Background: an optimization exercise with open tools, aiming at small area. Do not read the settings as production practice. Only simulation tests tie the RTL to the original design; equivalence was not proved. Power is estimated from default activity; no workload was simulated.

### flow/config.mk
export PLATFORM = sky130hd
export DESIGN_NAME = ws5_fdc
export DESIGN_NICKNAME = ws5_fdc
export VERILOG_FILES = /design/flow/design.v
export SDC_FILE = /design/flow/constraint.sdc
export NUM_CORES = 4
export LEC_CHECK = 0
export CAP_MARGIN = 20
export CORE_MARGIN = 2
export CORE_UTILIZATION = 40
export CTS_BUF_LIST = sky130_fd_sc_hd__clkbuf_4 sky130_fd_sc_hd__clkbuf_8
export PLACE_DENSITY = 0.6
export SLEW_MARGIN = 20
export SYNTH_HIERARCHICAL = 1
export SYNTH_MINIMUM_KEEP_SIZE = 0
### flow/constraint.sdc
create_clock -name core_clock -period 10.0 [get_ports {clk}]
set_input_delay 2.0000 -clock core_clock [delete_from_list [all_inputs] [get_ports {clk}]]
set_output_delay 2.0000 -clock core_clock [all_outputs]
set_load 0.01 [all_outputs]
### flow/design.v
module ws5_fdc (
    input  wire        clk,
    input  wire        rst,
    input  wire        in_valid,
    input  wire [7:0]  in_byte,
    output wire        in_ready,
    input  wire        bus_req,
    input  wire        bus_we,
    input  wire [8:0]  bus_addr,
    input  wire [1:0]  bus_size,
    input  wire [31:0] bus_wdata,
    output wire [31:0] bus_rdata,
    output wire        bus_err,
    output wire        irq
);
    reg [7*32-1:0] sh_q;        
    reg            hdr7_q;      
    reg [5:0]      cnt_q;       
    reg            pend_q;
    reg            ev_ovf_q;
    reg            ev_rsy_q;
    reg [2:0]      ie_q;
    wire       acc_ok = (bus_size == 2'd2) && (bus_addr[1:0] == 2'b00);
    wire [6:0] word   = bus_addr[8:2];
    wire       rd_en  = bus_req && !bus_we && acc_ok && !rst;
    wire       wr_en  = bus_req &&  bus_we && acc_ok && !rst;
    assign bus_err  = bus_req && (rst || !acc_ok);
    assign in_ready = !pend_q && !rst;
    assign irq      = (pend_q && ie_q[0]) || (ev_ovf_q && ie_q[1]) || (ev_rsy_q && ie_q[2]);
    wire [6:0] d0 = sh_q[7*8 +: 7];
    wire [6:0] d1 = sh_q[7*7 +: 7];
    wire [6:0] d2 = sh_q[7*6 +: 7];
    wire [6:0] d3 = sh_q[7*5 +: 7];
    wire [6:0] d4 = sh_q[7*4 +: 7];
    wire [6:0] d5 = sh_q[7*3 +: 7];
    wire [6:0] d6 = sh_q[7*2 +: 7];
    wire [6:0] d7 = sh_q[7*1 +: 7];
    wire [6:0] d8 = sh_q[7*0 +: 7];
    wire [2:0]  cls_row, cls_kind;
    wire        cls_prox;
    ws5_fdc_cls u_cls (.h(d0), .row(cls_row), .kind(cls_kind), .prox(cls_prox));
    wire [9:0]  thr_low;
    wire        thr_sign;
    ws5_fdc_thr u_thr (.m({d5[2:0], d6[6:0]}), .neg(d8[3]), .q(thr_low), .sign(thr_sign));
    wire [11:0] rot_a12;
    ws5_fdc_rot u_rot (.raw({d6[3:0], d7[6:0]}), .q(rot_a12));
    wire s0, s1p, s1n, s1f, s3, s4, s5, s8, f8, f9, f10, f11, f12, f13, f14, f15, f16,
         f17, f18, f19, f20, f21, c32, c33, c34, c35, c36, c37, c38, fen;
    ws5_fdc_dec u_dec (
        .rd_en(rd_en), .word(word), .pend(pend_q), .hdr7(hdr7_q),
        .s0(s0), .s1p(s1p), .s1n(s1n), .s1f(s1f), .s3(s3), .s4(s4), .s5(s5), .s8(s8),
        .f8(f8), .f9(f9), .f10(f10), .f11(f11), .f12(f12), .f13(f13), .f14(f14), .f15(f15),
        .f16(f16), .f17(f17), .f18(f18), .f19(f19), .f20(f20), .f21(f21),
        .c32(c32), .c33(c33), .c34(c34), .c35(c35), .c36(c36), .c37(c37), .c38(c38),
        .fen(fen));
    wire [7:0] frame_val;
    ws5_fdc_frd u_frd (.en(fen), .k(word[4:0]), .cnt(cnt_q), .hdr7(hdr7_q),
                       .sh(sh_q), .q(frame_val));
    wire cnt_nz = cnt_q != 6'd0;
    ws5_fdc_rdmux u_rd (
        .s0(s0), .s1p(s1p), .s1n(s1n), .s1f(s1f), .s3(s3), .s4(s4), .s5(s5), .s8(s8),
        .f8(f8), .f9(f9), .f10(f10), .f11(f11), .f12(f12), .f13(f13), .f14(f14), .f15(f15),
        .f16(f16), .f17(f17), .f18(f18), .f19(f19), .f20(f20), .f21(f21),
        .c32(c32), .c33(c33), .c34(c34), .c35(c35), .c36(c36), .c37(c37), .c38(c38),
        .d0(d0), .d1(d1), .d2(d2), .d3(d3), .d4(d4), .d5(d5), .d6(d6), .d7(d7), .d8(d8),
        .nd76(!d7[6]), .nd86(!d8[6]), .cnt(cnt_q),
        .mode0(cnt_nz && hdr7_q), .mode1(cnt_nz && !hdr7_q),
        .ev_ovf(ev_ovf_q), .ev_rsy(ev_rsy_q), .ie(ie_q),
        .irq0(pend_q && ie_q[0]), .irq1(ev_ovf_q && ie_q[1]), .irq2(ev_rsy_q && ie_q[2]),
        .kind(cls_kind), .row(cls_row), .prox(cls_prox),
        .thr(thr_low), .ts(thr_sign), .rot(rot_a12[10:0]), .rs(rot_a12[11]),
        .wh0(d8[0] ^ d8[1]), .wn(d8[0] & !d8[1]), .fr(frame_val),
        .q(bus_rdata));
    wire wr_ctrl = wr_en && (word == 7'd2);
    wire srst    = wr_ctrl && bus_wdata[1];
    wire ack     = wr_ctrl && !bus_wdata[1] && bus_wdata[0] && pend_q;
    wire wr_ev   = wr_en && (word == 7'd3);
    wire wr_ie   = wr_en && (word == 7'd4);
    wire       push    = in_valid && !pend_q && !rst;
    wire [5:0] idx_w   = srst ? 6'd0 : cnt_q;
    wire       restart = in_byte[7] || (idx_w == 6'd32);     
    wire       at0     = restart || (idx_w == 6'd0);
    wire [5:0] cnt_p   = (restart ? 6'd0 : idx_w) + 6'd1;
    wire       hdr7_p  = at0 ? in_byte[7] : hdr7_q;
    wire       bin_done = (cnt_p == 6'd9) && hdr7_p;
    wire       asc_done = (in_byte == 8'h0D) && !hdr7_p;
    wire [6:0] sh_in   = asc_done ? 7'h00 : in_byte[6:0];
    always @(posedge clk) begin
        if (push)
            sh_q <= {sh_q[7*31-1:0], sh_in};
    end
    always @(posedge clk) begin
        if (push)
            hdr7_q <= hdr7_p;
    end
    always @(posedge clk) begin
        if (rst) begin
            cnt_q    <= 6'd0;
            pend_q   <= 1'b0;
            ev_ovf_q <= 1'b0;
            ev_rsy_q <= 1'b0;
            ie_q     <= 3'b000;
        end else begin
            if (push)
                cnt_q <= cnt_p;
            else if (srst || ack)
                cnt_q <= 6'd0;
            if (push)
                pend_q <= bin_done || asc_done;
            else if (srst || ack)
                pend_q <= 1'b0;
            if (push && !in_byte[7] && idx_w == 6'd32)
                ev_ovf_q <= 1'b1;
            else if (srst || (wr_ev && bus_wdata[0]))
                ev_ovf_q <= 1'b0;
            if (push && in_byte[7] && idx_w != 6'd0)
                ev_rsy_q <= 1'b1;
            else if (srst || (wr_ev && bus_wdata[1]))
                ev_rsy_q <= 1'b0;
            if (wr_ie)
                ie_q <= bus_wdata[2:0];
        end
    end
endmodule
module ws5_fdc_frd (
    input  wire         en,
    input  wire [4:0]   k,
    input  wire [5:0]   cnt,
    input  wire         hdr7,
    input  wire [223:0] sh,
    output wire [7:0]   q
);
    wire [6:0] pos = {1'b0, cnt} + {1'b0, 1'b1, ~k};
    wire       vis = en && pos[6];
    wire [31:0] sel;
    genvar p, b;
    generate
        for (p = 0; p < 32; p = p + 1) begin : g_sel
            assign sel[p] = vis && (pos[4:0] == p);
        end
        for (b = 0; b < 7; b = b + 1) begin : g_bit
            wire [31:0] col;
            for (p = 0; p < 32; p = p + 1) begin : g_col
                assign col[p] = sh[7*p + b];
            end
            ws5_fdc_ao32 u_ao (.s(sel), .d(col), .y(q[b]));
        end
    endgenerate
    assign q[7] = vis && hdr7 && (k == 5'd0);
endmodule
module ws5_fdc_ao32 (
    input  wire [31:0] s,
    input  wire [31:0] d,
    output wire        y
);
    wire [10:0] n;
    genvar i;
    generate for (i = 0; i < 10; i = i + 1) begin : g_n
        ws5_fdc_aoi222 u_n (.a(s[3*i]), .b(d[3*i]), .c(s[3*i+1]), .d(d[3*i+1]),
                            .e(s[3*i+2]), .f(d[3*i+2]), .y(n[i]));
    end endgenerate
    ws5_fdc_aoi22 u_n10 (.a(s[30]), .b(d[30]), .c(s[31]), .d(d[31]), .y(n[10]));
    assign y = ~(&n);
endmodule
module ws5_fdc_aoi222 (input wire a, b, c, d, e, f, output wire y);
    assign y = ~(a & b | c & d | e & f);
endmodule
module ws5_fdc_aoi22 (input wire a, b, c, d, output wire y);
    assign y = ~(a & b | c & d);
endmodule
module ws5_fdc_dec (
    input  wire       rd_en,
    input  wire [6:0] word,
    input  wire       pend,
    input  wire       hdr7,
    output wire s0, s1p, s1n, s1f, s3, s4, s5, s8,
    output wire f8, f9, f10, f11, f12, f13, f14, f15, f16, f17, f18, f19, f20, f21,
    output wire c32, c33, c34, c35, c36, c37, c38,
    output wire fen
);
    wire vb = pend & hdr7;
    wire lo = rd_en & (word[6:5] == 2'b00);
    wire hi = rd_en & (word[6:5] == 2'b01);
    assign fen = rd_en & (word[6:5] == 2'b10);
    assign s0  = lo & (word[4:0] == 5'd0);
    assign s1p = lo & (word[4:0] == 5'd1) & pend;
    assign s1n = lo & (word[4:0] == 5'd1) & !pend;
    assign s1f = lo & (word[4:0] == 5'd1) & pend & !hdr7;
    assign s3  = lo & (word[4:0] == 5'd3);
    assign s4  = lo & (word[4:0] == 5'd4);
    assign s5  = lo & (word[4:0] == 5'd5);
    assign s8  = lo & (word[4:0] == 5'd8) & !vb;
    assign f8  = lo & (word[4:0] == 5'd8) & vb;
    assign f9  = lo & (word[4:0] == 5'd9) & vb;
    assign f10 = lo & (word[4:0] == 5'd10) & vb;
    assign f11 = lo & (word[4:0] == 5'd11) & vb;
    assign f12 = lo & (word[4:0] == 5'd12) & vb;
    assign f13 = lo & (word[4:0] == 5'd13) & vb;
    assign f14 = lo & (word[4:0] == 5'd14) & vb;
    assign f15 = lo & (word[4:0] == 5'd15) & vb;
    assign f16 = lo & (word[4:0] == 5'd16) & vb;
    assign f17 = lo & (word[4:0] == 5'd17) & vb;
    assign f18 = lo & (word[4:0] == 5'd18) & vb;
    assign f19 = lo & (word[4:0] == 5'd19) & vb;
    assign f20 = lo & (word[4:0] == 5'd20) & vb;
    assign f21 = lo & (word[4:0] == 5'd21) & vb;
    assign c32 = hi & (word[4:0] == 5'd0);
    assign c33 = hi & (word[4:0] == 5'd1);
    assign c34 = hi & (word[4:0] == 5'd2);
    assign c35 = hi & (word[4:0] == 5'd3);
    assign c36 = hi & (word[4:0] == 5'd4);
    assign c37 = hi & (word[4:0] == 5'd5);
    assign c38 = hi & (word[4:0] == 5'd6);
endmodule
module ws5_fdc_cls (
    input  wire [6:0] h,
    output reg  [2:0] row,
    output reg  [2:0] kind,
    output wire       prox
);
    always @* begin
        if      (h[6:2] == 5'b10000)  begin row = 3'd0; kind = 3'd1; end
        else if (h[6:1] == 6'b000000) begin row = 3'd1; kind = 3'd2; end
        else if (h[5:3] == 3'b100)    begin row = 3'd2; kind = 3'd3; end
        else if (h[5:1] == 5'b11010)  begin row = 3'd3; kind = 3'd3; end
        else if (h[5:1] == 5'b10100)  begin row = 3'd4; kind = 3'd4; end
        else if (h[5:1] == 5'b11000)  begin row = 3'd5; kind = 3'd4; end
        else if (h[5:1] == 5'b10101)  begin row = 3'd6; kind = 3'd5; end
        else                          begin row = 3'd7; kind = 3'd7; end
    end
    assign prox = (row >= 3'd2) && (row <= 3'd6) && h[6];
endmodule
module ws5_fdc_thr (
    input  wire [9:0] m,
    input  wire       neg,
    output wire [9:0] q,
    output wire       sign
);
    wire [9:0] any;
    assign any[0] = 1'b0;
    genvar i;
    generate for (i = 1; i < 10; i = i + 1) begin : g_any
        assign any[i] = any[i-1] | m[i-1];
    end endgenerate
    assign q    = m ^ ({10{neg}} & any);
    assign sign = neg & (any[9] | m[9]);
endmodule
module ws5_fdc_rot (
    input  wire [10:0] raw,
    output wire [11:0] q
);
    wire lo = !raw[10] & (!raw[9] | !raw[8] | !raw[7] |
                          !(raw[6] | raw[5] | raw[4] | raw[3] | raw[2]));
    assign q = {1'b1, ~raw} + (lo ? 12'd1 : 12'd1800);
endmodule
module ws5_fdc_rdmux (
    input  wire s0,
    input  wire s1p,
    input  wire s1n,
    input  wire s1f,
    input  wire s3,
    input  wire s4,
    input  wire s5,
    input  wire s8,
    input  wire f8,
    input  wire f9,
    input  wire f10,
    input  wire f11,
    input  wire f12,
    input  wire f13,
    input  wire f14,
    input  wire f15,
    input  wire f16,
    input  wire f17,
    input  wire f18,
    input  wire f19,
    input  wire f20,
    input  wire f21,
    input  wire c32,
    input  wire c33,
    input  wire c34,
    input  wire c35,
    input  wire c36,
    input  wire c37,
    input  wire c38,
    input  wire [6:0]  d0, d1, d2, d3, d4, d5, d6, d7, d8,
    input  wire        nd76, nd86,
    input  wire [5:0]  cnt,
    input  wire        mode0, mode1,
    input  wire        ev_ovf, ev_rsy,
    input  wire [2:0]  ie,
    input  wire        irq0, irq1, irq2,
    input  wire [2:0]  kind, row,
    input  wire        prox,
    input  wire [9:0]  thr,
    input  wire        ts,
    input  wire [10:0] rot,
    input  wire        rs,
    input  wire        wh0, wn,
    input  wire [7:0]  fr,
    output wire [31:0] q
);
    wire sel_s1p = s1p;
    wire sel_f20 = f20;
    wire t1 = sel_f20 & d2[2];
    wire sel_f9 = f9;
    wire t2 = sel_f9 & d3[5];
    wire sel_f10 = f10;
    wire t3 = sel_f10 & d5[3];
    wire sel_f11 = f11;
    wire t4 = sel_f11 & d6[0];
    wire sel_f12_f14_f18 = f12 | f14 | f18;
    wire t5 = sel_f12_f14_f18 & d7[0];
    wire sel_f21 = f21;
    wire t6 = sel_f21 & d7[5];
    wire sel_f13_f15 = f13 | f15;
    wire t7 = sel_f13_f15 & d8[0];
    wire sel_s3 = s3;
    wire t8 = sel_s3 & ev_ovf;
    wire sel_s4 = s4;
    wire t9 = sel_s4 & ie[0];
    wire sel_s5 = s5;
    wire t10 = sel_s5 & irq0;
    wire sel_f8 = f8;
    wire t11 = sel_f8 & kind[0];
    wire sel_f19 = f19;
    wire t12 = sel_f19 & rot[0];
    wire sel_f16 = f16;
    wire t13 = sel_f16 & thr[0];
    wire sel_f17 = f17;
    wire t14 = sel_f17 & wh0;
    wire sel_s1f_c33_c35_c36_c37_c38 = s1f | c33 | c35 | c36 | c37 | c38;
    wire t16 = sel_f20 & d2[3];
    wire t17 = sel_f9 & d3[6];
    wire t18 = sel_f10 & d5[4];
    wire t19 = sel_f11 & d6[1];
    wire t20 = sel_f12_f14_f18 & d7[1];
    wire t21 = sel_f21 & d7[6];
    wire t22 = sel_f13_f15 & d8[1];
    wire t23 = sel_s3 & ev_rsy;
    wire t24 = sel_s4 & ie[1];
    wire t25 = sel_s5 & irq1;
    wire t26 = sel_f8 & kind[1];
    wire t27 = sel_f19 & rot[1];
    wire t28 = sel_f16 & thr[1];
    wire t29 = sel_f17 & wn;
    wire sg0 = t29;
    wire sel_c32_c33_c35_c36_c37_c38 = c32 | c33 | c35 | c36 | c37 | c38;
    wire t31 = sel_f9 & d2[0];
    wire t32 = sel_f20 & d2[4];
    wire t33 = sel_f10 & d5[5];
    wire t34 = sel_f21 & d6[0];
    wire t35 = sel_f11 & d6[2];
    wire t36 = sel_f12_f14_f18 & d7[2];
    wire t37 = sel_f13_f15 & d8[2];
    wire t38 = sel_s4 & ie[2];
    wire t39 = sel_s5 & irq2;
    wire t40 = sel_f8 & kind[2];
    wire sel_s1n = s1n;
    wire t41 = sel_s1n & mode0;
    wire t42 = sel_f19 & rot[2];
    wire t43 = sel_f16 & thr[2];
    wire sel_s8_c32_c33_c34_c35_c36_c37_c38 = s8 | c32 | c33 | c34 | c35 | c36 | c37 | c38;
    wire t45 = sel_f9 & d2[1];
    wire t46 = sel_f20 & d2[5];
    wire t47 = sel_f10 & d5[6];
    wire t48 = sel_f21 & d6[1];
    wire t49 = sel_f11 & d6[3];
    wire t50 = sel_f12_f14_f18 & d7[3];
    wire t51 = sel_f13_f15 & d8[3];
    wire t52 = sel_s1n & mode1;
    wire t53 = sel_f19 & rot[3];
    wire t54 = sel_f8 & row[0];
    wire t55 = sel_f16 & thr[3];
    wire sel_s1n_s8_c32_c33_c34_c35_c36_c37_c38 = s1n | s8 | c32 | c33 | c34 | c35 | c36 | c37 | c38;
    wire t57 = sel_f9 & d2[2];
    wire t58 = sel_f20 & d2[6];
    wire t59 = sel_f10 & d4[0];
    wire t60 = sel_f21 & d6[2];
    wire t61 = sel_f11 & d6[4];
    wire t62 = sel_f12_f14_f18 & d7[4];
    wire t63 = sel_f13_f15 & d8[4];
    wire t64 = sel_f19 & rot[4];
    wire t65 = sel_f8 & row[1];
    wire t66 = sel_f16 & thr[4];
    wire sel_s0_s8_c32_c33_c34_c35_c36_c37_c38 = s0 | s8 | c32 | c33 | c34 | c35 | c36 | c37 | c38;
    wire t68 = sel_f20 & d1[0];
    wire t69 = sel_f9 & d2[3];
    wire t70 = sel_f10 & d4[1];
    wire t71 = sel_f21 & d6[3];
    wire t72 = sel_f11 & d6[5];
    wire t73 = sel_f12_f14_f18 & d7[5];
    wire t74 = sel_f13_f15 & d8[5];
    wire t75 = sel_f19 & rot[5];
    wire t76 = sel_f8 & row[2];
    wire t77 = sel_f16 & thr[5];
    wire sel_c32_c33 = c32 | c33;
    wire t79 = sel_f8 & d0[0];
    wire t80 = sel_f20 & d1[1];
    wire t81 = sel_f9 & d2[4];
    wire t82 = sel_f10 & d4[2];
    wire t83 = sel_f21 & d6[4];
    wire t84 = sel_f11 & d6[6];
    wire sel_f12_f18 = f12 | f18;
    wire t85 = sel_f12_f18 & d7[6];
    wire sel_f13 = f13;
    wire t86 = sel_f13 & d8[6];
    wire sel_f14 = f14;
    wire t87 = sel_f14 & nd76;
    wire sel_f15 = f15;
    wire t88 = sel_f15 & nd86;
    wire t89 = sel_f19 & rot[6];
    wire t90 = sel_f16 & thr[6];
    wire sel_c32_c33_c34_c35_c36_c37_c38 = c32 | c33 | c34 | c35 | c36 | c37 | c38;
    wire t92 = sel_f20 & d1[2];
    wire t93 = sel_f9 & d2[5];
    wire t94 = sel_f10 & d4[3];
    wire t95 = sel_f11 & d5[0];
    wire sel_f18 = f18;
    wire t96 = sel_f18 & d6[0];
    wire t97 = sel_f21 & d6[5];
    wire t98 = sel_f8 & prox;
    wire t99 = sel_f19 & rot[7];
    wire t100 = sel_f16 & thr[7];
    wire sel_f12 = f12;
    wire t101 = sel_f12 & d7[6];
    wire sg1 = t101 | t86 | t29;
    wire sel_s0 = s0;
    wire t103 = sel_s1p & cnt[0];
    wire t104 = sel_f20 & d1[3];
    wire t105 = sel_f9 & d2[6];
    wire t106 = sel_f10 & d4[4];
    wire t107 = sel_f11 & d5[1];
    wire t108 = sel_f18 & d6[1];
    wire t109 = sel_f21 & d6[6];
    wire t110 = sel_f19 & rot[8];
    wire t111 = sel_f16 & thr[8];
    wire sel_c38 = c38;
    wire t113 = sel_s1p & cnt[1];
    wire t114 = sel_f9 & d1[0];
    wire t115 = sel_f20 & d1[4];
    wire t116 = sel_f10 & d4[5];
    wire t117 = sel_f21 & d5[0];
    wire t118 = sel_f11 & d5[2];
    wire t119 = sel_f18 & d6[2];
    wire t120 = sel_f19 & rot[9];
    wire t121 = sel_f16 & thr[9];
    wire sel_c35 = c35;
    wire t123 = sel_s1p & cnt[2];
    wire t124 = sel_f9 & d1[1];
    wire t125 = sel_f20 & d1[5];
    wire t126 = sel_f10 & d4[6];
    wire t127 = sel_f21 & d5[1];
    wire t128 = sel_f18 & d6[3];
    wire t129 = sel_f19 & rot[10];
    wire t130 = sel_f16 & ts;
    wire sg2 = t101 | t86 | t130 | t29;
    wire sel_s0_c36_c38 = s0 | c36 | c38;
    wire t132 = sel_s1p & cnt[3];
    wire t133 = sel_f9 & d1[2];
    wire t134 = sel_f20 & d1[6];
    wire t135 = sel_f10 & d3[0];
    wire t136 = sel_f21 & d5[2];
    wire t137 = sel_f19 & rs;
    wire sg3 = t101 | t86 | t137 | t130 | t29;
    wire sel_c35_c37 = c35 | c37;
    wire t139 = sel_s1p & cnt[4];
    wire t140 = sel_f9 & d1[3];
    wire t141 = sel_f10 & d3[1];
    wire t142 = sel_f21 & d5[3];
    wire sel_c34_c35_c36_c37_c38 = c34 | c35 | c36 | c37 | c38;
    wire t144 = sel_s1p & cnt[5];
    wire t145 = sel_f9 & d1[4];
    wire t146 = sel_f10 & d3[2];
    wire t147 = sel_f21 & d5[4];
    wire sel_c32 = c32;
    wire t149 = sel_f9 & d1[5];
    wire t150 = sel_f10 & d3[3];
    wire t151 = sel_f21 & d5[5];
    wire t152 = sel_f9 & d1[6];
    wire t153 = sel_f10 & d3[4];
    wire t154 = sel_f21 & d5[6];
    wire sel_c32_c34_c35_c38 = c32 | c34 | c35 | c38;
    wire t156 = sel_s1n & cnt[0];
    wire t157 = sel_f21 & d4[0];
    wire sel_s0_c33_c34_c35 = s0 | c33 | c34 | c35;
    wire t159 = sel_s1n & cnt[1];
    wire t160 = sel_f8 & d0[1];
    wire t161 = sel_f21 & d4[1];
    wire sel_s0_c36_c37_c38 = s0 | c36 | c37 | c38;
    wire t163 = sel_s1n & cnt[2];
    wire t164 = sel_f8 & d0[2];
    wire t165 = sel_f21 & d4[2];
    wire t166 = sel_s1n & cnt[3];
    wire t167 = sel_f8 & d0[3];
    wire t168 = sel_f21 & d4[3];
    wire t169 = sel_s1n & cnt[4];
    wire t170 = sel_f8 & d0[4];
    wire t171 = sel_f21 & d4[4];
    wire t172 = sel_s1n & cnt[5];
    wire t173 = sel_f8 & d0[5];
    wire t174 = sel_f21 & d4[5];
    wire t175 = sel_f8 & d0[6];
    wire t176 = sel_f21 & d4[6];
    wire t178 = sel_f21 & d3[0];
    wire t179 = sel_f21 & d3[1];
    wire t180 = sel_f21 & d3[2];
    wire t181 = sel_f21 & d3[3];
    wire t182 = sel_f21 & d3[4];
    wire t183 = sel_f21 & d3[5];
    wire t184 = sel_f21 & d3[6];
    wire t185 = sel_f21 & d2[0];
    wire t186 = sel_f21 & d2[1];
    assign q[0] = sel_s1p | t1 | t2 | t3 | t4 | t5 | t6 | t7 | t8 | t9 | t10 | t11 | t12 | t13 | t14 | fr[0];
    assign q[1] = sel_s1f_c33_c35_c36_c37_c38 | t16 | t17 | t18 | t19 | t20 | t21 | t22 | t23 | t24 | t25 | t26 | t27 | t28 | sg0 | fr[1];
    assign q[2] = sel_c32_c33_c35_c36_c37_c38 | t31 | t32 | t33 | t34 | t35 | t36 | t37 | t38 | t39 | t40 | t41 | t42 | t43 | sg0 | fr[2];
    assign q[3] = sel_s8_c32_c33_c34_c35_c36_c37_c38 | t45 | t46 | t47 | t48 | t49 | t50 | t51 | t52 | t53 | t54 | t55 | sg0 | fr[3];
    assign q[4] = sel_s1n_s8_c32_c33_c34_c35_c36_c37_c38 | t57 | t58 | t59 | t60 | t61 | t62 | t63 | t64 | t65 | t66 | sg0 | fr[4];
    assign q[5] = sel_s0_s8_c32_c33_c34_c35_c36_c37_c38 | t68 | t69 | t70 | t71 | t72 | t73 | t74 | t75 | t76 | t77 | sg0 | fr[5];
    assign q[6] = sel_c32_c33 | t79 | t80 | t81 | t82 | t83 | t84 | t85 | t86 | t87 | t88 | t89 | t90 | sg0 | fr[6];
    assign q[7] = sel_c32_c33_c34_c35_c36_c37_c38 | t92 | t93 | t94 | t95 | t96 | t97 | t98 | t99 | t100 | sg1 | fr[7];
    assign q[8] = sel_s0 | t103 | t104 | t105 | t106 | t107 | t108 | t109 | t110 | t111 | sg1;
    assign q[9] = sel_c38 | t113 | t114 | t115 | t116 | t117 | t118 | t119 | t120 | t121 | sg1;
    assign q[10] = sel_c35 | t123 | t124 | t125 | t126 | t127 | t128 | t129 | sg2;
    assign q[11] = sel_s0_c36_c38 | t132 | t133 | t134 | t135 | t136 | sg3;
    assign q[12] = sel_c35_c37 | t139 | t140 | t141 | t142 | sg3;
    assign q[13] = sel_c34_c35_c36_c37_c38 | t144 | t145 | t146 | t147 | sg3;
    assign q[14] = sel_c32 | t149 | t150 | t151 | sg3;
    assign q[15] = sel_c32_c33_c34_c35_c36_c37_c38 | t152 | t153 | t154 | sg3;
    assign q[16] = sel_c32_c34_c35_c38 | t156 | t79 | t157 | sg3;
    assign q[17] = sel_s0_c33_c34_c35 | t159 | t160 | t161 | sg3;
    assign q[18] = sel_s0_c36_c37_c38 | t163 | t164 | t165 | sg3;
    assign q[19] = t166 | t167 | t168 | sg3;
    assign q[20] = t169 | t170 | t171 | sg3;
    assign q[21] = t172 | t173 | t174 | sg3;
    assign q[22] = t175 | t176 | sg3;
    assign q[23] = sel_f8 | t178 | sg3;
    assign q[24] = t179 | sg3;
    assign q[25] = t180 | sg3;
    assign q[26] = t181 | sg3;
    assign q[27] = t182 | sg3;
    assign q[28] = t183 | sg3;
    assign q[29] = t184 | sg3;
    assign q[30] = t185 | sg3;
    assign q[31] = t186 | sg3;
endmodule
### flow/run.sh
#!/bin/bash
# synth_recipe.tcl (not shown) runs the flow's synth.tcl, then flattens the netlist and writes it again
# the make line also repeats each setting of config.mk as NAME=value (left out here)
make -C /OpenROAD-flow-scripts/flow DESIGN_CONFIG=/design/flow/config.mk WORK_HOME=/design/flow/orfs CLKGATE_MAP_FILE= SYNTH_SCRIPT=/design/flow/synth_recipe.tcl finish
==> impl_metrics.json, run 1 <==
{
  "p_seq_share_pct": 55.2,
  "cap_viol_max_count": 0,
  "grt_overflow": 0,
  "leakage_nw": 4.41,
  "hpwl_mm": 24.6,
  "path_clk_slew_ps": 70,
  "outcome": "timing/DRC/antenna clean",
  "post_route_cells_drive_above_1_share_pct": 13.7,
  "synth_area_mm2": 0.0114,
  "dieArea_mm2": 0.0299,
  "ir_drop_uv": 103,
  "cp.arrival_ps": 7500,
  "p_clk_share_pct": 40.2,
  "slowest_delay_ps": 760,
  "skew_ps": 40.1,
  "synthAdderAreaFrac_pct": 1.60,
  "whs_ps": 441,
  "cp-end-kind": "output pin",
  "instances_no_fill": 1347,
  "cp_slowest_cell": "clkdlybuf4s50_1",
  "swShare_pct": 24.0,
  "final_cell_mix": "edfxtp_1, a222oi_1, nand2_1",
  "fp.dieW_um": 173,
  "yosysTopAreaCell": "edfxtp_1",
  "power_frac_comb_pct": 4.6,
  "yosysSeqAreaShare_pct": 61.4,
  "synth-main-ff-cell": "edfxtp_1",
  "synth_cell_type_count": 83,
  "track_usage_pct": 23.0,
  "area_delta_synth_final_pct": 16.7,
  "clock-sinks": 237,
  "fill_cells": 2537,
  "port_buffers": 61,
  "avgSynthCellArea_um2": 13.3,
  "numCtsBuffers": 39,
  "drt-total-wl_mm": 35.0,
  "diodes": 0,
  "nets": 1012,
  "synth.net_count": 929,
  "core_mm2": 0.0279,
  "hold_buffers": 0,
  "async_reset_ff_share_pct": 0,
  "path_cells": "clkdlybuf4s50_1 -> inv_1 -> ha_1 -> inv_1 -> fa_1 -> nand2b_1 -> a21oi_4 -> xnor2_2 -> nor4_1 -> a222oi_1 -> nand4_1 -> or3_1 -> a211oi_1 -> nand4_1 -> or3_1 -> clkdlybuf4s50_1",
  "synth.top_cell.area_share_pct": 59.3,
  "finalMaxSlewViolations": 0,
  "p_sw_mw": 0.508,
  "crit_path_start_kind": "primary input",
  "ys.warnings.count": 8,
  "gp_congestion": 0.967,
  "synth_edf_count": 225,
  "final_common_cell": "edfxtp_1",
  "drcViolationCount": 0,
  "cts-root-buf": "clkbuf_8",
  "clk_latency_ps": 570,
  "cp.required_ps": 8000,
  "drt_iter0_markers": 1911,
  "htree_levels": 2,
  "synthTopCellsByArea": "edfxtp_1, a222oi_1, a22oi_1",
  "crit_type": "primary input to output pin",
  "grt_pass1_wl_mm": 52.8,
  "power_density_mw_per_mm2": 159,
  "place_area_mm2": 0.0125,
  "rsz0062_at_grt": "no",
  "antenna_found_initial": 0,
  "ys_ff_latch": 237,
  "pin_count": 91,
  "final_area_mm2": 0.0133,
  "wire_per_inst_um": 26.0,
  "drtPass1Iterations": 10,
  "slew_headroom_pct": 25.9,
  "cts_resized": 0,
  "viasPerCell": 6.48,
  "cts_buffer_depth": 3,
  "total_power_mw": 2.12,
  "antenna_left": 0,
  "row_count": 61,
  "synth_xor_area_share_pct": 2.21,
  "synth_mux_area_share_pct": 0.362,
  "final-setup-viol-count": 0,
  "hold_path.class": "flop to flop",
  "tns_ps": 0,
  "die_h_um": 173,
  "dr_total_vias": 8728,
  "hold_violations": 0,
  "min_period_ps": 9500,
  "initial_core_util_pct": 40.8,
  "post-place-cells": 1279,
  "post_cts_buffers": 0,
  "synth-simple-area-share_pct": 14.5,
  "cts_tree": "done",
  "synth_top_family_by_area": "compound AO/OA/AOI/OAI gates",
  "power.internal_mw": 1.61,
  "grt_pass1_vias": 8434,
  "worstMarginPinSlew_ps": 1100,
  "fmax_mhz": 105,
  "syn_inst": 859,
  "grt_max_degree": 149,
  "cp_max_fo": 16,
  "post-route-period-util_pct": 95.0,
  "synth-compound-area-share_pct": 16.9
}
sequential cells by signal, indices dropped and copies added (netlist names):
| name | cells |
|---|---|
| pend_q | 1 |
| sh_q | 224 |
| hdr7_q | 1 |
| cnt_q | 6 |
| ev_ovf_q | 1 |
| ev_rsy_q | 1 |
| ie_q | 3 |
cells by family after synthesis:
logic type | count (synthesis)
DFF | 237
muxes | 4
AOI/OAI and AO/OA | 216
and+or+nand+nor | 289
xor gates and xnor gates | 27
adders and majority gates | 14
buffers and inverters | 72
metal layers:
layer | vias to the layer above | global-route usage [%] | share of wire (%)
met5 | - | 0 | 0
met4 | 0 | 10.0 | 4.2
met3 | 108 | 4.90 | 11
met2 | 609 | 35.4 | 45
met1 | 4215 | 31.6 | 40
li1 | 3796 | - | -
path summary, 6_finish.rpt:
path / start / end / slack [ps] / depth (start not counted)
max: bus_addr[2] / bus_rdata[4] / 500 / 16
min: sh_q[92] / sh_q[99] / 440 / 0
max reg2reg: pend_q / sh_q[52] / 6870 / 4
min reg2reg: sh_q[92] / sh_q[99] / 440 / 0
cells in the mapped netlist (5+ instances only):
cell / instances
nor4_1: 33
nand2_1: 65
or3_1: 12
nor3b_1: 5
ha_1: 13
a211oi_1: 9
dfxtp_1: 12
nand4_1: 29
buf_2: 6
a222oi_1: 80
a221oi_1: 12
edfxtp_1: 225
inv_1: 26
clkbuf_1: 24
nand2b_1: 7
a22oi_1: 36
buf_6: 6
a21oi_1: 16
nand3_1: 25
xnor2_1: 17
nor3_1: 33
o21ai_0: 5
a22oi_2: 7
nor2b_1: 10
nor2_1: 22
a22o_1: 9
xor2_1: 8
critical path: cells and delay by family:
family	cells	cell delay (ps)
AOI/OAI and AO/OA	3	1190
buffers and inverters	4	1470
xor gates and xnor gates	1	750
adders and majority gates	2	480
and+or+nand+nor	6	1600
modules after synthesis, one instance, submodules excluded:
module | cells | flops+latches
ws5_fdc | 347 | 237
ws5_fdc_ao32 | 4 | 0
ws5_fdc_aoi22 | 1 | 0
ws5_fdc_aoi222 | 1 | 0
ws5_fdc_cls | 29 | 0
ws5_fdc_dec | 57 | 0
ws5_fdc_frd | 84 | 0
ws5_fdc_rdmux | 173 | 0
ws5_fdc_rot | 40 | 0
ws5_fdc_thr | 24 | 0
through the flow:
step | setup slack, ps | util (%)
2_1_floorplan | 3050 | -
3_3_place_gp | 947 | 44.7
3_5_place_dp | 831 | 44.7
4_1_cts | 822 | 47.4
5_1_grt | 254 | 47.6
6_report | 502 | 47.6
power groups by stage:
| stage | combinational, mW | sequential [mW] | clock (mW) |
|---|---|---|---|
| global route | 0.107 | 1.17 | 0.911 |
| global placement | 0.0939 | 1.19 | 0 |
| floorplan | 0.0629 | 1.17 | 0 |
| CTS | 0.0954 | 1.17 | 0.868 |
| finish | 0.0976 | 1.17 | 0.850 |
| detailed placement | 0.0952 | 1.19 | 0 |
final cells by class:
type	instances	area [um2]	share of cell area [%]
clock buffer	46	589	4.43
clock inverter	22	168	1.26
inverter	29	116	0.875
multi-input combinational	550	4160	31.3
sequential	237	7000	52.6
tap	378	473	3.56
timing repair buffer	85	791	5.95
==> run 2, diff against run 1 <==
--- a/flow/design.v
+++ b/flow/design.v
@@ -132,11 +132,19 @@
 );
     wire [6:0] pos = {1'b0, cnt} + {1'b0, 1'b1, ~k};
     wire       vis = en && pos[6];
+    wire [3:0]  pl_n;
+    wire [7:0]  ph_n;
     wire [31:0] sel;
     genvar p, b;
     generate
+        for (p = 0; p < 4; p = p + 1) begin : g_pl
+            assign pl_n[p] = !(pos[1:0] == p);
+        end
+        for (p = 0; p < 8; p = p + 1) begin : g_ph
+            assign ph_n[p] = !(vis && (pos[4:2] == p));
+        end
         for (p = 0; p < 32; p = p + 1) begin : g_sel
-            assign sel[p] = vis && (pos[4:0] == p);
+            ws5_fdc_nor2 u_sel (.a(pl_n[p % 4]), .b(ph_n[p / 4]), .y(sel[p]));
         end
         for (b = 0; b < 7; b = b + 1) begin : g_bit
             wire [31:0] col;
@@ -165,6 +173,12 @@
 module ws5_fdc_aoi222 (input wire a, b, c, d, e, f, output wire y);
     assign y = ~(a & b | c & d | e & f);
 endmodule
+module ws5_fdc_nor3 (input wire a, b, c, output wire y);
+    assign y = ~(a | b | c);
+endmodule
+module ws5_fdc_nor2 (input wire a, b, output wire y);
+    assign y = ~(a | b);
+endmodule
 module ws5_fdc_aoi22 (input wire a, b, c, d, output wire y);
     assign y = ~(a & b | c & d);
 endmodule
@@ -178,39 +192,55 @@
     output wire c32, c33, c34, c35, c36, c37, c38,
     output wire fen
 );
-    wire vb = pend & hdr7;
-    wire lo = rd_en & (word[6:5] == 2'b00);
-    wire hi = rd_en & (word[6:5] == 2'b01);
+    wire lo   = rd_en & (word[6:5] == 2'b00);
+    wire gA_n = !lo;
+    wire gP_n = !(lo & pend);
+    wire gN_n = !(lo & !pend);
+    wire gF_n = !(lo & pend & !hdr7);
+    wire gV_n = !(lo & pend & hdr7);
+    wire gW_n = !(lo & !(pend & hdr7));
+    wire gH_n = !(rd_en & (word[6:5] == 2'b01));
     assign fen = rd_en & (word[6:5] == 2'b10);
-    assign s0  = lo & (word[4:0] == 5'd0);
-    assign s1p = lo & (word[4:0] == 5'd1) & pend;
-    assign s1n = lo & (word[4:0] == 5'd1) & !pend;
-    assign s1f = lo & (word[4:0] == 5'd1) & pend & !hdr7;
-    assign s3  = lo & (word[4:0] == 5'd3);
-    assign s4  = lo & (word[4:0] == 5'd4);
-    assign s5  = lo & (word[4:0] == 5'd5);
-    assign s8  = lo & (word[4:0] == 5'd8) & !vb;
-    assign f8  = lo & (word[4:0] == 5'd8) & vb;
-    assign f9  = lo & (word[4:0] == 5'd9) & vb;
-    assign f10 = lo & (word[4:0] == 5'd10) & vb;
-    assign f11 = lo & (word[4:0] == 5'd11) & vb;
-    assign f12 = lo & (word[4:0] == 5'd12) & vb;
-    assign f13 = lo & (word[4:0] == 5'd13) & vb;
-    assign f14 = lo & (word[4:0] == 5'd14) & vb;
-    assign f15 = lo & (word[4:0] == 5'd15) & vb;
-    assign f16 = lo & (word[4:0] == 5'd16) & vb;
-    assign f17 = lo & (word[4:0] == 5'd17) & vb;
-    assign f18 = lo & (word[4:0] == 5'd18) & vb;
-    assign f19 = lo & (word[4:0] == 5'd19) & vb;
-    assign f20 = lo & (word[4:0] == 5'd20) & vb;
-    assign f21 = lo & (word[4:0] == 5'd21) & vb;
-    assign c32 = hi & (word[4:0] == 5'd0);
-    assign c33 = hi & (word[4:0] == 5'd1);
-    assign c34 = hi & (word[4:0] == 5'd2);
-    assign c35 = hi & (word[4:0] == 5'd3);
-    assign c36 = hi & (word[4:0] == 5'd4);
-    assign c37 = hi & (word[4:0] == 5'd5);
-    assign c38 = hi & (word[4:0] == 5'd6);
+    wire [3:0] a_n;
+    wire [7:0] b_n;
+    genvar i;
+    generate
+        for (i = 0; i < 4; i = i + 1) begin : g_a
+            assign a_n[i] = !(word[1:0] == i);
+        end
+        for (i = 0; i < 8; i = i + 1) begin : g_b
+            assign b_n[i] = !(word[4:2] == i);
+        end
+    endgenerate
+    ws5_fdc_nor3 u_s0 (.a(gA_n), .b(a_n[0]), .c(b_n[0]), .y(s0));
+    ws5_fdc_nor3 u_s1p (.a(gP_n), .b(a_n[1]), .c(b_n[0]), .y(s1p));
+    ws5_fdc_nor3 u_s1n (.a(gN_n), .b(a_n[1]), .c(b_n[0]), .y(s1n));
+    ws5_fdc_nor3 u_s1f (.a(gF_n), .b(a_n[1]), .c(b_n[0]), .y(s1f));
+    ws5_fdc_nor3 u_s3 (.a(gA_n), .b(a_n[3]), .c(b_n[0]), .y(s3));
+    ws5_fdc_nor3 u_s4 (.a(gA_n), .b(a_n[0]), .c(b_n[1]), .y(s4));
+    ws5_fdc_nor3 u_s5 (.a(gA_n), .b(a_n[1]), .c(b_n[1]), .y(s5));
+    ws5_fdc_nor3 u_s8 (.a(gW_n), .b(a_n[0]), .c(b_n[2]), .y(s8));
+    ws5_fdc_nor3 u_f8 (.a(gV_n), .b(a_n[0]), .c(b_n[2]), .y(f8));
+    ws5_fdc_nor3 u_f9 (.a(gV_n), .b(a_n[1]), .c(b_n[2]), .y(f9));
+    ws5_fdc_nor3 u_f10 (.a(gV_n), .b(a_n[2]), .c(b_n[2]), .y(f10));
+    ws5_fdc_nor3 u_f11 (.a(gV_n), .b(a_n[3]), .c(b_n[2]), .y(f11));
+    ws5_fdc_nor3 u_f12 (.a(gV_n), .b(a_n[0]), .c(b_n[3]), .y(f12));
+    ws5_fdc_nor3 u_f13 (.a(gV_n), .b(a_n[1]), .c(b_n[3]), .y(f13));
+    ws5_fdc_nor3 u_f14 (.a(gV_n), .b(a_n[2]), .c(b_n[3]), .y(f14));
+    ws5_fdc_nor3 u_f15 (.a(gV_n), .b(a_n[3]), .c(b_n[3]), .y(f15));
+    ws5_fdc_nor3 u_f16 (.a(gV_n), .b(a_n[0]), .c(b_n[4]), .y(f16));
+    ws5_fdc_nor3 u_f17 (.a(gV_n), .b(a_n[1]), .c(b_n[4]), .y(f17));
+    ws5_fdc_nor3 u_f18 (.a(gV_n), .b(a_n[2]), .c(b_n[4]), .y(f18));
+    ws5_fdc_nor3 u_f19 (.a(gV_n), .b(a_n[3]), .c(b_n[4]), .y(f19));
+    ws5_fdc_nor3 u_f20 (.a(gV_n), .b(a_n[0]), .c(b_n[5]), .y(f20));
+    ws5_fdc_nor3 u_f21 (.a(gV_n), .b(a_n[1]), .c(b_n[5]), .y(f21));
+    ws5_fdc_nor3 u_c32 (.a(gH_n), .b(a_n[0]), .c(b_n[0]), .y(c32));
+    ws5_fdc_nor3 u_c33 (.a(gH_n), .b(a_n[1]), .c(b_n[0]), .y(c33));
+    ws5_fdc_nor3 u_c34 (.a(gH_n), .b(a_n[2]), .c(b_n[0]), .y(c34));
+    ws5_fdc_nor3 u_c35 (.a(gH_n), .b(a_n[3]), .c(b_n[0]), .y(c35));
+    ws5_fdc_nor3 u_c36 (.a(gH_n), .b(a_n[0]), .c(b_n[1]), .y(c36));
+    ws5_fdc_nor3 u_c37 (.a(gH_n), .b(a_n[1]), .c(b_n[1]), .y(c37));
+    ws5_fdc_nor3 u_c38 (.a(gH_n), .b(a_n[2]), .c(b_n[1]), .y(c38));
 endmodule
 module ws5_fdc_cls (
     input  wire [6:0] h,
==> flow/flow/run.sh (new file) <==
#!/bin/bash
# The standard layout (standard.sh), with these changes:
#  - after the standard synthesis, every combinational cell gets the smallest
#    drive strength of its family (flow/downsize.py); placement's repair_design
#    then resizes or buffers where a net needs more drive;
#  - ports are buffered with sky130_fd_sc_hd__buf_1 (every port still gets its
#    own buffer);
#  - the clock tree is built from clkbuf_8 cells in clusters of up to 16 sinks,
#    without dummy loads.
# Each step's output goes to its own log here; ORFS keeps each tool's log under
# orfs/logs/.
set -euo pipefail
R=orfs/results/sky130hd/ws5_fdc/base
LIB="$FLOW_HOME/platforms/sky130hd/lib/sky130_fd_sc_hd__tt_025C_1v80.lib"
bash standard.sh synth > make_synth.log 2>&1
python3 flow/downsize.py "$LIB" "$R/1_2_yosys.v" > downsize.log 2>&1
rm -f "$R/1_synth.odb" "$R/1_synth.sdc"
bash standard.sh \
  "BUFFER_PORTS_ARGS=-buffer_cell sky130_fd_sc_hd__buf_1" \
  "CTS_ARGS=-sink_clustering_enable -repair_clock_nets -dont_use_dummy_load -buf_list sky130_fd_sc_hd__clkbuf_8 -sink_clustering_size 16 -sink_clustering_max_diameter 80" \
  finish > make_finish.log 2>&1
==> flow/flow/downsize.py (new file) <==
#!/usr/bin/env python3
"""Give every combinational cell of a mapped netlist the smallest drive strength of its
family (same function name, same pins), e.g. nor3_2 -> nor3_1. Registers and tie cells are
left alone. Later repair (repair_design) resizes or buffers where a net needs more drive.
usage: downsize.py LIB NETLIST  (rewrites NETLIST in place, prints a summary)"""
import re
import sys
from collections import Counter

lib_path, net_path = sys.argv[1], sys.argv[2]
lib = open(lib_path).read()

cells = {}
for m in re.finditer(r'\n\s*cell\s*\(\s*"?(\w+)"?\s*\)\s*\{', lib):
    name = m.group(1)
    start = m.end()
    nxt = re.search(r'\n\s*cell\s*\(', lib[start:])
    body = lib[start:start + nxt.start()] if nxt else lib[start:]
    area = float(re.search(r'\barea\s*:\s*([\d.]+)', body).group(1))
    pins = tuple(sorted(re.findall(r'\bpin\s*\(\s*"?(\w+)"?\s*\)', body)))
    seq = bool(re.search(r'\b(ff|latch|statetable)\s*\(', body))
    dont = bool(re.search(r'dont_use\s*:\s*true', body))
    cells[name] = (area, pins, seq, dont)

def family(name):
    return re.sub(r'_\d+$', '', name)

best = {}
for name, (area, pins, seq, dont) in cells.items():
    if seq or dont or 'lpflow' in name or 'probe' in name:
        continue
    key = (family(name), pins)
    if key not in best or area < cells[best[key]][0]:
        best[key] = name

net = open(net_path).read()
changes = Counter()
saved = 0.0
out = []
for line in net.split('\n'):
    m = re.match(r'^(\s*)(sky130_fd_sc_hd__\w+)(\s+.*)$', line)
    if m:
        name = m.group(2)
        if name in cells:
            area, pins, seq, dont = cells[name]
            if not seq and not family(name).endswith('conb'):
                new = best.get((family(name), pins), name)
                if new != name:
                    changes[(name, new)] += 1
                    saved += area - cells[new][0]
                    line = m.group(1) + new + m.group(3)
    out.append(line)
open(net_path, 'w').write('\n'.join(out))
for (a, b), n in sorted(changes.items()):
    print("%4d  %s -> %s" % (n, a, b))
print("cells changed: %d, area saved: %.1f um2" % (sum(changes.values()), saved))
==> flow/standard.sh (new file) <==
#!/bin/bash
# synth_recipe.tcl (not shown) runs the flow's synth.tcl, then flattens the netlist and writes it again
# the make line also repeats each setting of config.mk as NAME=value (left out here)
make -C /OpenROAD-flow-scripts/flow DESIGN_CONFIG=/design/flow/config.mk WORK_HOME=/design/flow/orfs CLKGATE_MAP_FILE= SYNTH_SCRIPT=/design/flow/synth_recipe.tcl "${@:-finish}"
--- a/flow/config.mk
+++ b/flow/config.mk
@@ -8,7 +8,6 @@
 export CAP_MARGIN = 20
 export CORE_MARGIN = 2
 export CORE_UTILIZATION = 40
-export CTS_BUF_LIST = sky130_fd_sc_hd__clkbuf_4 sky130_fd_sc_hd__clkbuf_8
 export PLACE_DENSITY = 0.6
 export SLEW_MARGIN = 20
 export SYNTH_HIERARCHICAL = 1
removed: flow/run.sh
==> run 2 against run 1 <==
Effect of this change:
- still clean
- total power shrank 18%
- hold slack lost 16 ps
- flip-flop and latch count is the same
- critical path depth shrank 2
- highest routed layer unchanged
==> impl_metrics.json, run 2 <==
{
  "final_common_cell": "edfxtp_1",
  "hold_violations": 0,
  "final-setup-viol-count": 0,
  "top_usage_layer": "met2",
  "grtUsageMet1_pct": 32.7,
  "path_clk_slew_ps": 100,
  "grt_pass1_vias": 7840,
  "slew_headroom_pct": 23.2,
  "synth_area_mm2": 0.0110,
  "final_cell_mix": "edfxtp_1, a222oi_1, buf_1",
  "crit_type": "primary input to output pin",
  "fill_cells": 2499,
  "gp_congestion": 0.970,
  "cp.required_ps": 8000,
  "track_usage_pct": 23.6,
  "synth.net_count": 920,
  "post_cts_buffers": 0,
  "cts-root-buf": "clkbuf_8",
  "min_path_cells": 0,
  "multi_input_area_mm2": 0.00378,
  "antenna_found_initial": 1,
  "pin_count": 91,
  "grt_overflow": 0,
  "cts_tree": "done",
  "numCtsBuffers": 20,
  "hold_path.class": "flop to flop",
  "outcome": "timing/DRC/antenna clean",
  "grt_util_met2_pct": 38.6,
  "drcViolationCount": 0,
  "power_density_mw_per_mm2": 145,
  "grt_max_degree": 165,
  "antenna_left": 0,
  "finalMaxSlewViolations": 0,
  "total_power_mw": 1.73,
  "hold_end": "sh_q[117]",
  "port_buffers": 61,
  "largest_reg_flops": 224,
  "cap_viol_max_count": 0,
  "ir_drop_uv": 85.1,
  "hold_buffers": 0,
  "initial_core_util_pct": 40.8,
  "dieArea_mm2": 0.0288,
  "cp_max_fo": 9,
  "worst-r2r-setup-slack_ps": 7200,
  "cts_resized": 0,
  "grt_use_met3_pct": 3.89,
  "grt_pass1_wl_mm": 50.7,
  "min_period_ps": 8580,
  "area_delta_synth_final_pct": 8.35,
  "die_h_um": 170,
  "fp.dieW_um": 170,
  "cts_buffer_depth": 3,
  "drt-total-wl_mm": 34.2,
  "syn_inst": 850,
  "fmax_mhz": 117,
  "register_area_mm2": 0.00700,
  "reg.largest.list": "sh_q: 224 flops, cnt_q: 6 flops, ie_q: 3 flops",
  "htree_levels": 1,
  "drtPass1Iterations": 8,
  "row_count": 60,
  "cp.arrival_ps": 6580,
  "clock-sinks": 237,
  "rsz0062_at_grt": "no",
  "viasPerCell": 6.61,
  "clk_latency_ps": 550,
  "regMostFlops": "sh_q",
  "cp-end-kind": "output pin",
  "rr_startpoint": "pend_q",
  "core_mm2": 0.0270,
  "tns_ps": 0,
  "wire_per_inst_um": 27.4,
  "hpwl_mm": 24.6,
  "r2r-end": "sh_q[216]",
  "skew_ps": 57.7,
  "avgSynthCellArea_um2": 12.9,
  "reg2regPathDepth": 4,
  "post-route-period-util_pct": 85.8,
  "post_route_cells_drive_above_1_share_pct": 3.85,
  "ys.warnings.count": 8,
  "diodes": 0,
  "dr_total_vias": 8261,
  "worstMarginPinSlew_ps": 1150,
  "nets": 980,
  "drt_iter0_markers": 1545,
  "crit_path_start_kind": "primary input",
  "leakage_nw": 3.90,
  "min_from": "sh_q[110]"
}
run 2: critical path: stages:
cell	delay [ps]
buf_1	210
inv_1	120
ha_1	170
inv_1	50
fa_1	520
or2_0	630
nor2_1	370
a222oi_1	800
nand4_1	180
or3_1	450
a211oi_1	450
nand4_1	130
or3_1	340
buf_1	150
run 2: through the flow:
step                      hold slack, ps  instances  utilization (%)  worst slack, ps  area (um2)
after detailed placement             433       1228             43.1             1760       11600
after floorplan                      425        850                -             2220       11000
final                                424       1249             44.2             1420       11900
after CTS                            419       1248             44.1             1760       11900
after global routing                 442       1249             44.2             1470       11900
after global placement               428       1228             43.1             1790       11600
run 2: routing by layer:
layer  vias to the layer above  wire length (um)  part of all wire, %
met2                       454             15900                   47
met1                      4078             14200                   41
met3                        84              3030                  8.9
met4                         0              1050                  3.1
met5                         -                 0                    0
li1                       3645                 -                    -
run 2: worst max-delay path by stage:
| stage | start | endpoint | slack, ps | cells after the start |
|---|---|---|---|---|
| 3_5_place_dp | bus_addr[2] | bus_rdata[4] | 1760 | 14 |
| 3_3_place_gp | bus_addr[2] | bus_rdata[4] | 1790 | 14 |
| 6_report | bus_addr[2] | bus_rdata[4] | 1420 | 14 |
| 2_1_floorplan | rst | cnt_q[5] | 2220 | 6 |
| 4_1_cts | bus_addr[2] | bus_rdata[4] | 1760 | 14 |
| 5_1_grt | bus_addr[2] | bus_rdata[2] | 1470 | 15 |
run 2: final cells by class:
class | instances | area share [%]
Clock buffer | 20 | 2.31
Inverter | 26 | 0.925
Multi-Input combinational cell | 553 | 31.8
Sequential cell | 237 | 58.8
Tap cell | 341 | 3.59
Timing Repair Buffer | 72 | 2.60
run 2: power by group:
| part | switching [mW] | total, mW | leakage [nW] | internal (mW) |
|---|---|---|---|---|
| sequential | 0.0363 | 1.16 | 2.21 | 1.13 |
| combinational | 0.0583 | 0.0795 | 1.55 | 0.0212 |
| clock | 0.304 | 0.484 | 0.144 | 0.180 |

==> separate check: timing with driven ports <==
In the flow no input, the clock included, has a driving cell. The finished layouts below were timed again as built, in two steps. Step 1 (the two cells are an assumption about what drives the block):
set clk [get_ports {clk}]
set_driving_cell -lib_cell sky130_fd_sc_hd__clkbuf_16 $clk
set_driving_cell -lib_cell sky130_fd_sc_hd__buf_2 [delete_from_list [all_inputs] $clk]
Step 2 also shifts input and output timing later by t, the mid clock arrival at the registers, as if the neighbouring blocks saw the same clock. Slacks: ideal ports / drivers / drivers and shift; pairs: ideal ports / drivers.
run	t, ns	setup WS [ns]	worst setup path after step 2	worst register clock-pin slew, ns	worst slew at a driven data input, ns
run 1	0.601	0.502 / 0.476 / 0.476	input to output	0.07 / 0.07	0.04
run 2	0.566	1.422 / 1.401 / 1.401	input to output	0.10 / 0.10	0.05
After both steps setup and hold are still met in every run listed. For run 1, which loses most, drivers alone change the setup slack by -0.026 ns; drivers and shift together by -0.026 ns.
